What follows belongs to an exercise in optimizing a design on an open flow for small area, a short achievable clock period and few clock cycles; a production flow would make more cautious choices. Only simulation tests tie the RTL to the original design; equivalence was not proved.

==> inputs of 04-13 <==
// pressure_temp_compensator
module pressure_temp_compensator (
    input  wire        clk,
    input  wire        rst,         
    input  wire        req_valid,
    input  wire        req_write,
    input  wire [5:0]  req_addr,    
    input  wire [31:0] req_wdata,
    output wire        req_ready,
    output wire [31:0] rdata
);
    localparam A_CMD = 6'd0, A_STATUS = 6'd1, A_CRC = 6'd2,
               A_D1 = 6'd12, A_D2 = 6'd13, A_BASELINE = 6'd20,
               A_TEMP_I = 6'd24, A_PRES_I = 6'd25, A_TEMP_F = 6'd26, A_PRES_F = 6'd27,
               A_HT_TEMP_N = 6'd28, A_HT_HUM_N = 6'd29, A_HT_TEMP_F = 6'd30,
               A_HT_HUM_F = 6'd31;
    localparam E_OK = 4'd0, E_CAL = 4'd1, E_CALINV = 4'd2, E_FRAME = 4'd3,
               E_BASE = 4'd4, E_NOPRES = 4'd5, E_ILLEGAL = 4'd6;
    localparam W = 52;
    reg [15:0] coef0, coef1, coef2, coef3, coef4, coef5, coef6;
    reg [23:0] d1, d2;
    reg [7:0]  frame0, frame1, frame2, frame3, frame4, frame5;
    reg [31:0] baseline;
    reg        cal_valid, pt_valid, ht_valid, alt_valid, t_crc_ok, h_crc_ok, wlock;
    reg [3:0]  err;
    reg [3:0]  crc4_calc, crc4_stored;
    reg [7:0]  crc8_t, crc8_h;
    reg [19:0] temp_i;           
    reg [25:0] pres_i;           
    reg [31:0] temp_f, pres_f;
    reg [24:0] ht_temp_n;        
    reg [22:0] ht_hum_n;
    reg [31:0] ht_temp_f, ht_hum_f;
    reg        pt_pend, pend_ti, pend_pi, pend_tf, pend_pf, pend_htn, pend_hhn, pend_htf, pend_hhf;
    reg        j_t, j_p, j_ht, j_hh;
    function [3:0] crc4(input [15:0] c0, input [15:0] c1, input [15:0] c2,
                        input [15:0] c3, input [15:0] c4, input [15:0] c5,
                        input [15:0] c6);
        reg [127:0] stream;
        reg [15:0]  r;
        integer k, b;
        begin
            stream = {c0 & 16'h0FFF, c1, c2, c3, c4, c5, c6, 16'h0000};
  ...
export LEC_CHECK = 0
export CAP_MARGIN = 20
export CORE_MARGIN = 2
export CORE_UTILIZATION = 40
export PLACE_DENSITY = 0.6
export SETUP_SLACK_MARGIN = 5
export SLEW_MARGIN = 20
create_clock -name core_clock -period 15.0 [get_ports {clk}]
run.sh (not shown) runs the stock make flow with config.mk's settings and CLKGATE_MAP_FILE= SYNTH_SCRIPT=/design/flow/synth_recipe.tcl, a recipe that flattens the netlist after the stock synthesis.
==> 09-22 (differences from 04-13) <==
--- a/flow/design.v
+++ b/flow/design.v
@@ -1,79 +1,79 @@
 module ptc_cvt (
     input  wire        clk,
     input  wire        rst,
     input  wire        in_valid,
-    input  wire [25:0] in_v,
+    input  wire [27:0] in_v,
     input  wire        in_sel,
     input  wire [1:0]  in_dest,
     output wire        out_valid,
     output wire [1:0]  out_dest,
     output wire [31:0] out_f
 );
-    wire        sgn0 = in_v[25];
-    wire [24:0] mag0 = sgn0 ? (25'd0 - in_v[24:0]) : in_v[24:0];
-    function [4:0] clz25(input [24:0] x);
+    wire        sgn0 = in_v[27];
+    wire [27:0] mag0 = sgn0 ? (28'd0 - in_v) : in_v;
+    function [4:0] clz28(input [27:0] x);
         integer i;
         reg found;
         begin
-            clz25 = 5'd0;
+            clz28 = 5'd0;
             found = 1'b0;
-            for (i = 24; i >= 0; i = i - 1)
+            for (i = 27; i >= 0; i = i - 1)
                 if (!found && x[i]) begin
-                    clz25 = 5'd24 - i[4:0];
+                    clz28 = 5'd27 - i[4:0];
                     found = 1'b1;
                 end
         end
     endfunction
-    wire [4:0]  lz0 = clz25(mag0);
-    wire [24:0] n0  = mag0 << lz0;
+    wire [4:0]  lz0 = clz28(mag0);
+    wire [27:0] n0  = mag0 << lz0;
     reg         v1, sgn1, zero1, sel1;
     reg  [1:0]  dst1;
     reg  [4:0]  lz1;
-    reg  [24:0] n1;
-    wire [56:0] prod;
+    reg  [27:0] n1;
+    wire [59:0] prod;
     ptc_recip u_recip (.n(n1), .p(prod));
-    wire [16:0] cd   = {8'd0, n1[24:16]} + {1'b0, n1[15:0]};
+    wire [16:0] cd   = {5'd0, n1[27:16]} + {1'b0, n1[15:0]};
     wire        k65  = (cd >= 17'd65535);
     wire        st65 = (cd != 17'd0) && (cd != 17'd65535) && (cd != 17'd131070);
-    wire [25:0] q65  = {1'b0, n1} + {17'd0, n1[24:16]} + {25'd0, k65};
-    wire [28:0] qq   = sel1 ? {q65, 3'b000} : {prod[56:30], 2'b00};
-    wire        stx  = sel1 ? st65 : (prod[29:25] != 5'd0);
+    wire [28:0] q65  = {1'b0, n1} + {17'd0, n1[27:16]} + {28'd0, k65};
+    wire [28:0] qq   = sel1 ? q65 : {prod[59:33], 2'b00};
+    wire        stx  = sel1 ? st65 : (prod[32:28] != 5'd0);
     wire        hi   = qq[28];
     wire [23:0] mant = hi ? qq[28:5] : qq[27:4];
     wire        g    = hi ? qq[4] : qq[3];
     wire        st   = (hi ? (qq[3:0] != 4'd0) : (qq[2:0] != 3'd0)) | stx;
     wire [24:0] mr   = {1'b0, mant} + {24'd0, g & (st | mant[0])};
-    wire [7:0]  e0   = (sel1 ? 8'd135 : 8'd144) - {3'd0, lz1} + {7'd0, hi} + {7'd0, mr[24]};
+    wire [7:0]  e0   = (sel1 ? 8'd138 : 8'd147) - {3'd0, lz1} + {7'd0, hi} + {7'd0, mr[24]};
     assign out_valid = v1;
     assign out_dest  = dst1;
     assign out_f = zero1 ? 32'd0 : {sgn1, e0, mr[24] ? 23'd0 : mr[22:0]};
     always @(posedge clk) begin
         if (rst) v1 <= 1'b0;
         else     v1 <= in_valid;
-        sgn1 <= sgn0; zero1 <= (mag0 == 25'd0); sel1 <= in_sel; dst1 <= in_dest;
+        sgn1 <= sgn0; zero1 <= (mag0 == 28'd0); sel1 <= in_sel; dst1 <= in_dest;
         lz1 <= lz0; n1 <= n0;
     end
 endmodule
 module ptc_recip (
-    input  wire [24:0] n,
-    output wire [56:0] p
+    input  wire [27:0] n,
+    output wire [59:0] p
 );
-    wire [24:0] ni = ~n;
-    wire [37:0] rr_0 = {31'd0, ni[24:18]};
-    wire [37:0] rr_1 = {26'd0, n[24:13]};
-    wire [37:0] rr_2 = {23'd0, n[24:10]};
-    wire [37:0] rr_3 = {21'd0, n[24:8]};
-    wire [37:0] rr_4 = {16'd0, ni[24:3]};
-    wire [37:0] rr_5 = {13'd0, ni[24:0]};
-    wire [37:0] rr_6 = {11'd0, ni[24:0], 2'd0};
-    wire [37:0] rr_7 = {6'd0, n[24:0], 7'd0};
-    wire [37:0] rr_8 = {3'd0, n[24:0], 10'd0};
-    wire [37:0] rr_9 = {1'd0, n[24:0], 12'd0};
-    wire [37:0] rr_k = 38'h3ff5bfff8a;
+    wire [27:0] ni = ~n;
+    wire [37:0] rr_0 = {31'd0, ni[27:21]};
+    wire [37:0] rr_1 = {26'd0, n[27:16]};
+    wire [37:0] rr_2 = {23'd0, n[27:13]};
+    wire [37:0] rr_3 = {21'd0, n[27:11]};
+    wire [37:0] rr_4 = {16'd0, ni[27:6]};
+    wire [37:0] rr_5 = {13'd0, ni[27:3]};
+    wire [37:0] rr_6 = {11'd0, ni[27:1]};
+    wire [37:0] rr_7 = {6'd0, n[27:0], 4'd0};
+    wire [37:0] rr_8 = {3'd0, n[27:0], 7'd0};
+    wire [37:0] rr_9 = {1'd0, n[27:0], 9'd0};
+    wire [37:0] rr_k = 38'h3ff5bfff87;
     wire [37:0] rc0_0_s = rr_0 ^ rr_1 ^ rr_2;
     wire [37:0] rc0_0_c = {(rr_0[36:0] & rr_1[36:0]) | (rr_0[36:0] & rr_2[36:0]) | (rr_1[36:0] & rr_2[36:0]), 1'b0};
     wire [37:0] rc0_3_s = rr_3 ^ rr_4 ^ rr_5;
     wire [37:0] rc0_3_c = {(rr_3[36:0] & rr_4[36:0]) | (rr_3[36:0] & rr_5[36:0]) | (rr_4[36:0] & rr_5[36:0]), 1'b0};
     wire [37:0] rc0_6_s = rr_6 ^ rr_7 ^ rr_8;
     wire [37:0] rc0_6_c = {(rr_6[36:0] & rr_7[36:0]) | (rr_6[36:0] & rr_8[36:0]) | (rr_7[36:0] & rr_8[36:0]), 1'b0};
     wire [37:0] rc1_0_s = rc0_0_s ^ rc0_0_c ^ rc0_3_s;
@@ -85,15 +85,15 @@
     wire [37:0] rc2_3_s = rc1_3_c ^ rr_9 ^ rr_k;
     wire [37:0] rc2_3_c = {(rc1_3_c[36:0] & rr_9[36:0]) | (rc1_3_c[36:0] & rr_k[36:0]) | (rr_9[36:0] & rr_k[36:0]), 1'b0};
     wire [37:0] rc3_0_s = rc2_0_s ^ rc2_0_c ^ rc2_3_s;
     wire [37:0] rc3_0_c = {(rc2_0_s[36:0] & rc2_0_c[36:0]) | (rc2_0_s[36:0] & rc2_3_s[36:0]) | (rc2_0_c[36:0] & rc2_3_s[36:0]), 1'b0};
     wire [37:0] rc4_0_s = rc3_0_s ^ rc3_0_c ^ rc2_3_c;
     wire [37:0] rc4_0_c = {(rc3_0_s[36:0] & rc3_0_c[36:0]) | (rc3_0_s[36:0] & rc2_3_c[36:0]) | (rc3_0_c[36:0] & rc2_3_c[36:0]), 1'b0};
     wire [37:0] ph = rc4_0_s + rc4_0_c;
-    assign p = {ph, 19'd0};
+    assign p = {ph, 22'd0};
 endmodule
 module pressure_temp_compensator (
     input  wire        clk,
     input  wire        rst,         
     input  wire        req_valid,
     input  wire        req_write,
     input  wire [5:0]  req_addr,    
@@ -114,15 +114,15 @@
     reg [7:0]  frame0, frame1, frame2, frame3, frame4, frame5;
     reg [31:0] baseline;
     reg        cal_valid, pt_valid, ht_valid, alt_valid, t_crc_ok, h_crc_ok, wlock;
     reg [3:0]  err;
     reg [3:0]  crc4_calc, crc4_stored;
     reg [7:0]  crc8_t, crc8_h;
     reg [19:0] temp_i;           
-    reg [25:0] pres_i;           
+    reg [27:0] pres_i;           
     reg [31:0] temp_f, pres_f;
     reg [24:0] ht_temp_n;        
     reg [22:0] ht_hum_n;
     reg [31:0] ht_temp_f, ht_hum_f;
     reg        pt_pend, pend_ti, pend_pi, pend_tf, pend_pf, pend_htn, pend_hhn, pend_htf, pend_hhf;
     reg        j_t, j_p, j_ht, j_hh;
     function [3:0] crc4(input [15:0] c0, input [15:0] c1, input [15:0] c2,
@@ -202,15 +202,15 @@
             6'd15:       rd_mux = {24'd0, frame1};
             6'd16:       rd_mux = {24'd0, frame2};
             6'd17:       rd_mux = {24'd0, frame3};
             6'd18:       rd_mux = {24'd0, frame4};
             6'd19:       rd_mux = {24'd0, frame5};
             A_BASELINE:  rd_mux = baseline;
             A_TEMP_I:    rd_mux = {{12{temp_i[19]}}, temp_i};
-            A_PRES_I:    rd_mux = {{6{pres_i[25]}}, pres_i};
+            A_PRES_I:    rd_mux = {{4{pres_i[27]}}, pres_i};
             A_TEMP_F:    rd_mux = temp_f;
             A_PRES_F:    rd_mux = pres_f;
             A_HT_TEMP_N: rd_mux = {{7{ht_temp_n[24]}}, ht_temp_n};
             A_HT_HUM_N:  rd_mux = {9'd0, ht_hum_n};
             A_HT_TEMP_F: rd_mux = ht_temp_f;
             A_HT_HUM_F:  rd_mux = ht_hum_f;
             default:     rd_mux = 32'd0;      
@@ -301,21 +301,21 @@
         default: ;
         endcase
     end
     ptc_mul u_mul (.a(ma), .b(mb), .neg(mneg), .z1(mz1), .z2(mz2), .k(mk), .r(mr));
     wire [22:0] nh_nx = mr[W-1] ? 23'd0 :
                         (mr[24:0] > 25'd6553500) ? 23'd6553500 : mr[22:0];
     wire        cv_in_valid = j_t | j_p | j_ht | j_hh;
-    reg  [25:0] cv_in_v;
+    reg  [27:0] cv_in_v;
     reg  [1:0]  cv_in_dest;
     always @(*) begin
-        if (j_t)       begin cv_in_v = {{6{temp_i[19]}}, temp_i};       cv_in_dest = 2'd0; end
+        if (j_t)       begin cv_in_v = {{8{temp_i[19]}}, temp_i};       cv_in_dest = 2'd0; end
         else if (j_p)  begin cv_in_v = pres_i;                          cv_in_dest = 2'd1; end
-        else if (j_ht) begin cv_in_v = {ht_temp_n[24], ht_temp_n};       cv_in_dest = 2'd2; end
-        else           begin cv_in_v = {3'd0, ht_hum_n};                cv_in_dest = 2'd3; end
+        else if (j_ht) begin cv_in_v = {{3{ht_temp_n[24]}}, ht_temp_n}; cv_in_dest = 2'd2; end
+        else           begin cv_in_v = {5'd0, ht_hum_n};                cv_in_dest = 2'd3; end
     end
     wire        cv_out_valid;
     wire [1:0]  cv_out_dest;
     wire [31:0] cv_out_f;
     ptc_cvt u_cvt (
         .clk(clk), .rst(rst), .in_valid(cv_in_valid), .in_v(cv_in_v),
         .in_sel(cv_in_dest[1]), .in_dest(cv_in_dest),
@@ -357,15 +357,15 @@
             frame0 <= 8'd0; frame1 <= 8'd0; frame2 <= 8'd0;
             frame3 <= 8'd0; frame4 <= 8'd0; frame5 <= 8'd0;
             baseline <= 32'd0;
             cal_valid <= 1'b0; pt_valid <= 1'b0; ht_valid <= 1'b0; alt_valid <= 1'b0;
             t_crc_ok <= 1'b0; h_crc_ok <= 1'b0; wlock <= 1'b0;
             err <= E_OK;
             crc4_calc <= 4'd0; crc4_stored <= 4'd0; crc8_t <= 8'd0; crc8_h <= 8'd0;
-            temp_i <= 20'd0; pres_i <= 26'd0; temp_f <= 32'd0; pres_f <= 32'd0;
+            temp_i <= 20'd0; pres_i <= 28'd0; temp_f <= 32'd0; pres_f <= 32'd0;
             ht_temp_n <= 25'd0; ht_hum_n <= 23'd0; ht_temp_f <= 32'd0; ht_hum_f <= 32'd0;
             ph <= 4'd8;
             pt_pend <= 1'b0; pend_ti <= 1'b0; pend_pi <= 1'b0; pend_tf <= 1'b0;
             pend_pf <= 1'b0; pend_htn <= 1'b0; pend_hhn <= 1'b0; pend_htf <= 1'b0; pend_hhf <= 1'b0;
             j_t <= 1'b0; j_p <= 1'b0; j_ht <= 1'b0; j_hh <= 1'b0;
         end else begin
             if (wr_d1 || wr_d2 || wr_coef)
@@ -392,15 +392,15 @@
             end
             if (ph == 4'd10) begin
                 ht_hum_n  <= nh_nx;
                 pend_hhn  <= 1'b0;
                 j_hh      <= 1'b1;
             end
             if (pres_commit) begin
-                pres_i  <= mr[42:17];
+                pres_i  <= mr[44:17];
                 pt_pend <= 1'b0;
                 pend_pi <= 1'b0;
                 j_p     <= 1'b1;
             end
             if (cv_out_valid) begin
                 case (cv_out_dest)
                     2'd0: begin temp_f    <= cv_out_f; pend_tf  <= 1'b0; end
==> notes <==
- In via count, 04-13 and 09-22 hardly differ.
- Between 04-13 and 09-22, the lower die area is in 04-13 (gap 0.78%, measured against 09-22).
- Of 09-22 and 04-13, 04-13 has the higher final cell count (gap about 0.4%, measured against 04-13).
- 09-22 completed with no timing, DRC or antenna violations. 04-13 produced a clean layout.
- Of 09-22 and 04-13, 04-13 has the higher utilization (gap 0.40 points).
- Global-route usage is about the same in 09-22 and 04-13.
- Of 04-13 and 09-22, 09-22 has the higher sequential share of layout area (gap 0.25 points).
- Of 09-22 and 04-13, 04-13 has the higher worst setup slack (gap 0.0036 ns).
- Between 09-22 and 04-13, the lower synthesized cell count is in 04-13 (gap 0.61%, measured against 04-13).
Testbench counts of 04-13, summed over its fixed seeds: cycles 4,839.
Testbench counts of 09-22, summed over its fixed seeds: cycles 4,839.

[separate check: timing with driven ports]
Ports are ideal in the flow. The routed layouts listed here were re-timed in OpenROAD. Step 1 assumes that a clkbuf_16 drives the clock port and a buf_2 every other input. Step 2 adds t to the input delays and takes it off the output delays; t is the mean of the earliest and latest rising clock arrival at the registers after step 1. Input paths then give back, and output paths get back, about the clock's delay inside the block. a / b / c = ideal / step 1 / step 2; a / b = the first two.
run	t, ns	setup slack, ns	slew at the worst register clock pin (ns)
04-13	0.756	5.034 / 4.979 / 4.771	0.07 / 0.07
09-22	0.762	5.030 / 5.030 / 5.030	0.07 / 0.07
After both steps every run listed still meets setup and hold. For 04-13, which loses most, drivers alone change the setup slack by -0.055 ns; drivers and shift together by -0.263 ns.
